Background: an optimization exercise with open tools, aiming at small area, a short achievable clock period and few clock cycles. Do not read the settings as production practice. Only simulation tests tie the RTL to the original design; equivalence was not proved.

==> flow/design.v, too long to show whole: its modules and the start of the top module <==
// module skt_lzc32: 30 lines
// module skt_clz24: 8 lines
// module skt_fp_add: 60 lines
// module skt_fp_mul: 55 lines
// module skt_fp_div: 140 lines
// module skt_mul24: 1027 lines
// module skt_nco: 663 lines
module skt_nco (
    input  wire        clk,
    input  wire        rst,
    input  wire        cp_valid,
    input  wire [39:0] cp_cmd,
    output reg         cp_rsp_valid,
    output wire [32:0] cp_rsp,
    input  wire        sp_valid,
    input  wire [39:0] sp_cmd,
    output reg         sp_rsp_valid,
    output wire [32:0] sp_rsp
);
  // ...
==> flow/flow/run.sh <==
#!/bin/bash
# The standard layout (the standard.sh: standard synthesis, with ABC's
# area script from config.mk, ORFS floorplan to finish), with Yosys/ABC's
# buffers removed at floorplan and the repair steps aiming for extra setup
# slack.
set -euo pipefail
bash standard.sh REMOVE_ABC_BUFFERS=1 SETUP_SLACK_MARGIN=12 finish > standard_flow.log 2>&1
==> flow/standard.sh <==
#!/bin/bash
# synth_recipe.tcl (not shown) runs the flow's synth.tcl, then flattens the netlist and writes it again
# the make line also repeats each setting of config.mk as NAME=value (left out here)
make -C /OpenROAD-flow-scripts/flow DESIGN_CONFIG=/design/flow/config.mk WORK_HOME=/design/flow/orfs CLKGATE_MAP_FILE= SYNTH_SCRIPT=/design/flow/synth_recipe.tcl "${@:-finish}"
==> flow/config.mk <==
export PLATFORM = sky130hd
export DESIGN_NAME = skt_nco
export DESIGN_NICKNAME = skt_nco
export VERILOG_FILES = /design/flow/design.v
export SDC_FILE = /design/flow/constraint.sdc
export NUM_CORES = 4
export LEC_CHECK = 0
export ABC_AREA = 1
export CAP_MARGIN = 20
export CORE_MARGIN = 2
export CORE_UTILIZATION = 40
export SLEW_MARGIN = 20
==> flow/constraint.sdc <==
create_clock -name core_clock -period 25.0 [get_ports {clk}]
set_input_delay 5.0000 -clock core_clock [delete_from_list [all_inputs] [get_ports {clk}]]
set_output_delay 5.0000 -clock core_clock [all_outputs]
set_load 0.01 [all_outputs]
==> metrics.md, run 1 <==
| Metric | Value |
|---|---|
| Yosys top cell by area | edfxtp_1 |
| Max-cap violation count | 0 |
| Status | no timing/DRC/antenna violations |
| Clk tree area frac | 0.03246 |
| Setup-failing EPs final | 0 |
| Final worst slack | around 12 ns |
| GR peak layer | met2 |
| Worst setup EP type | flop |
| DRT iter0 DRCs | around 17,000 |
| Mapped Avg Cell Area | a little under 7 um2 |
| Flop2flop setup slack | between 10 and 15 ns |
| Synth Register Bits | 993 |
| F_max | about 0.08 GHz |
| Synth top area cells | edfxtp_1 20%, nand2_1 10%, fa_1 9.7%, o21ai_0 8.3%, inv_1 7.2% |
| Simple-gate portion of the synthesized area | 0.2465 |
| RSZ-0062 raised after global routing | true |
| FFs & Latches | 993 |
| Critical path class | reg -> reg |
| GRT Util Overall | 0.3797 |
| Slew HR | 0.1231 |
| Reg-to-Reg Start | phase[1][18] |
| Die Area | between 200,000 and 300,000 um2 |
| Final std cells w/o fill | around 18,000 |
| Most used cell, CP | inv_1 |
| Hold Path Class | reg -> reg |
| Period utilization | 0.5147 |
| Req. time, crit path | approximately 26 ns |
| Commonest cells post-synth | 2,830 x nand2_1, 1,958 x inv_1, 1,690 x o21ai_0 |
Testbench counts, summed over its fixed seeds: cycles 31,504.
==> run 2: changes to the inputs <==
--- a/flow/config.mk
+++ b/flow/config.mk
@@ -11,2 +11,3 @@
 export CORE_UTILIZATION = 40
+export PLACE_DENSITY = 0.7
 export SLEW_MARGIN = 20
==> run 2 against run 1 <==
Critical path depth up 10. Die area unchanged. Register-to-register slack better by 0.08 ns. Clock skew up 0.0073 ns. Critical path type unchanged. Cell count about the same.
==> metrics.md, run 2 <==
| Metric | Value |
|---|---|
| Status | no timing/DRC/antenna violations |
| H-tree levels | 3 |
| Yosys top cell by area | edfxtp_1 |
| Max-cap violation count | 0 (unchanged) |
| Commonest cells post-synth | 2,830 x nand2_1, 1,958 x inv_1, 1,690 x o21ai_0 |
| Most frequent cell after synthesis | nand2_1 |
| Die width | around 500 um |
| Post-synth EDFFs | 674 |
| Crit-path max FO | 7 |
| Vias in the first global route | 103,100 |
| CTS Root Cell | clkbuf_16 |
| Worst-case clock buffer depth | 3 |
| CTS tree | done |
| DR vias/cell | between 6 and 7 |
| Grt met3 use | 0.1099 |
| Drt total wl | approximately 500,000 um |
| CTS Buf Count | ~110 |
| Clock Pin Slew Worst Setup and Hold Paths | 0.07 ns |
| DP Worst Slack | around 7.7 ns |
| Pins Over Slew Limit | 0 |
| Netlist cell types | between 80 and 90 |
| Most frequent cells in the layout | 2,741 x nand2_1, 1,887 x inv_1, 1,570 x o21ai_0 |
| Mapped cell area | 101,600 um2 |
| DRT Pass-1 Iters | 9 |
| WL per Instance | 28.02 um |
| Final Skew | between 0.09 and 0.1 ns |
| Die Area | 258,100 um2 (unchanged) |
| Setup-failing EPs final | 0 (unchanged) |
| Core area | 253,500 um2 |
| Commonest non-fill, non-tap cell in the layout | nand2_1 |
| Final worst slack | 12.21 ns (+0.07730 ns) |
| Final #Nets | 15,840 |
| Worst setup EP type | flop |
| GRT met1 Usage | 0.4731 |
| Worst slew pin tran | approximately 1.4 ns |
| First-pass GRT wire length | 717,300 um |
| Proportion of layout cells with a drive suffix above 1 | 0.1193 |
| Top-area cell type share of the netlist area | 0.1992 |
| Met2 GRT Util | 0.5477 |
| Req. time, crit path | 25.67 ns (+0.03 ns) |
| Startpoint types | flop |
| Gate Count Post-Synth | 14,730 |
| Most used DFF post-synth | edfxtp_1 |
| Crit-path slowest cell | fa_2 |
| CP peak stage delay | roughly 0.57 ns |
| DRT iter0 DRCs | 17,760 (+5.2%) |
| GPL Wtd Cong | approximately 1.1 |
| Post-route minimum period | about 13 ns |
| RSZ-0062 raised after global routing | true |
| Row count | 185 |
| Mapped Avg Cell Area | 6.901 um2 (unchanged) |
| HPWL Detailed | around 380,000 um |
| Initial Utilization | 0.4009 |
| Largest net degree at the start of global routing | about 140 |
| Hold Path Class | reg -> reg |
| Total grt overflow | 0 |
| Setup TNS | 0 ns |
| Initial antenna violation count | 26 |
| PortBufs | ~150 |
| Cts-stage hold buffer count | 0 |
| Ys async rst share | 0 |
| Critical path class | reg -> reg |
| Chip Height | around 500 um |
| Antenna Nets Post-Route | 0 |
| DRC Markers | 0 |
| IO Pins | between 150 and 200 |
| Register area share after synthesis | 0.2620 |
| Fin. Hold Viols | 0 |
| Vias | ~110k |
| GRT Util Overall | 0.3762 (-0.003461) |
| Synth warn | 6 |
| GR peak layer | met2 |
| Clock insertion delay at the later pin of the skew report | 0.84 ns |
| Synth top area cells | edfxtp_1 20%, nand2_1 10%, fa_1 9.7%, o21ai_0 8.3%, inv_1 7.2% |
| F_max | 0.07818 GHz (+0.60%) |
| Layout area overhead | 16.85% |
| Most used cell, CP | nand2_4 |
| Flop2flop setup slack | 12.21 ns (+0.08 ns) |
| Period utilization | 0.5116 (-0.003092) |
| Synth Register Bits | 993 (unchanged) |
| CTS sink cnt | 993 |
| Data arrival time of the critical path | 13.47 ns |
| Slew HR | 0.05317 (-0.06991) |
run 2: cell counts after synthesis:
Identical to the previous run, type by type.
run 2: final timing paths:
check	start	endpoint	cells past startpoint
max	vst[2]	rsp[30]	75
min	phase[2][5]	phase[2][5]	2
max reg2reg	vst[2]	rsp[30]	75
min reg2reg	phase[2][5]	phase[2][5]	2
run 2: critical path: cells and delay by family (launching register included):
family	cells	cell delay, ns
AND/OR/NAND/NOR	30	3.87
flip-flops	1	0.49
buffers and inverters	16	1.72
XOR/XNOR	1	0.15
adder cells (fa/ha/maj)	8	3.36
AO/OA/AOI/OAI	20	2.98
run 2: area by class of cell:
type                            instances  area, um2
Antenna cell                           11      27.53
Clock buffer                          134       2987
Clock inverter                         71      849.6
Fill cell                           25580     134700
Inverter                             2060       8138
Multi-Input combinational cell      10880      67420
Sequential cell                       993      26660
Tap cell                             3366       4212
Timing Repair Buffer                  860       8404
Timing Repair inverter                  5      38.79
run 2: timing repair:
item | in CTS | in global routing
hold endpoints to repair | 0 | 0
pin swaps | 52 | 187
setup endpoints to repair | 332 | 326
setup buffers | 96 | 271
gates cloned | 11 | 32
gates resized for setup | 381 | 712
run 2: per-layer routing:
layer / up-vias / routed length [um]
met3: 2163 / 70450
met5: - / 179
met1: 53590 / 186000
met4: 28 / 47620
li1: 49860 / -
met2: 8850 / 210700
run 2: logic make-up after synthesis:
family,count (synthesis),share of synthesized area
flip-flops,993,0.2620
multiplexers,17,0.001675
AND/OR/NAND/NOR,5906,0.2465
adder cells (fa/ha/maj),851,0.1413
XOR/XNOR,279,0.02431
AO/OA/AOI/OAI,3812,0.2149
buffers and inverters,2867,0.1093
run 2: through the flow:
step / cells / area (um2) / utilization / hold WS [ns]
2_1_floorplan: 13920 / 98240 / - / 0.4361
5_1_grt: 18370 / 118700 / 0.4683 / 0.4964
4_1_cts: 18060 / 113100 / 0.4460 / 0.4679
3_3_place_gp: 17750 / 106700 / 0.4210 / 0.4571
3_5_place_dp: 17750 / 106700 / 0.4210 / 0.4583
6_report: 18380 / 118700 / 0.4684 / 0.4649

re-timing with driven ports:
In the flow no input, the clock included, has a driving cell. The finished layouts below were timed again as built, in two steps. Step 1, drivers: a clkbuf_16 drives clk and a buf_2 each remaining input, both assumed. Step 2 adds t to the input delays and takes it off the output delays; t is the mean of the earliest and latest rising clock arrival at the registers after step 1. Input paths then give back, and output paths get back, about the clock's delay inside the block. Slacks: no drivers / after step 1 / after step 2; pairs: no drivers / after step 1.
run	shift t [ns]	setup WS [ns]	worst register clock-pin slew, ns	pins driven straight from the clock port
run 1	0.838	12.132 / 12.132 / 12.132	0.07 / 0.07	1
run 2	0.873	12.209 / 12.209 / 12.209	0.08 / 0.08	1
After both steps setup and hold are still met in every run listed.
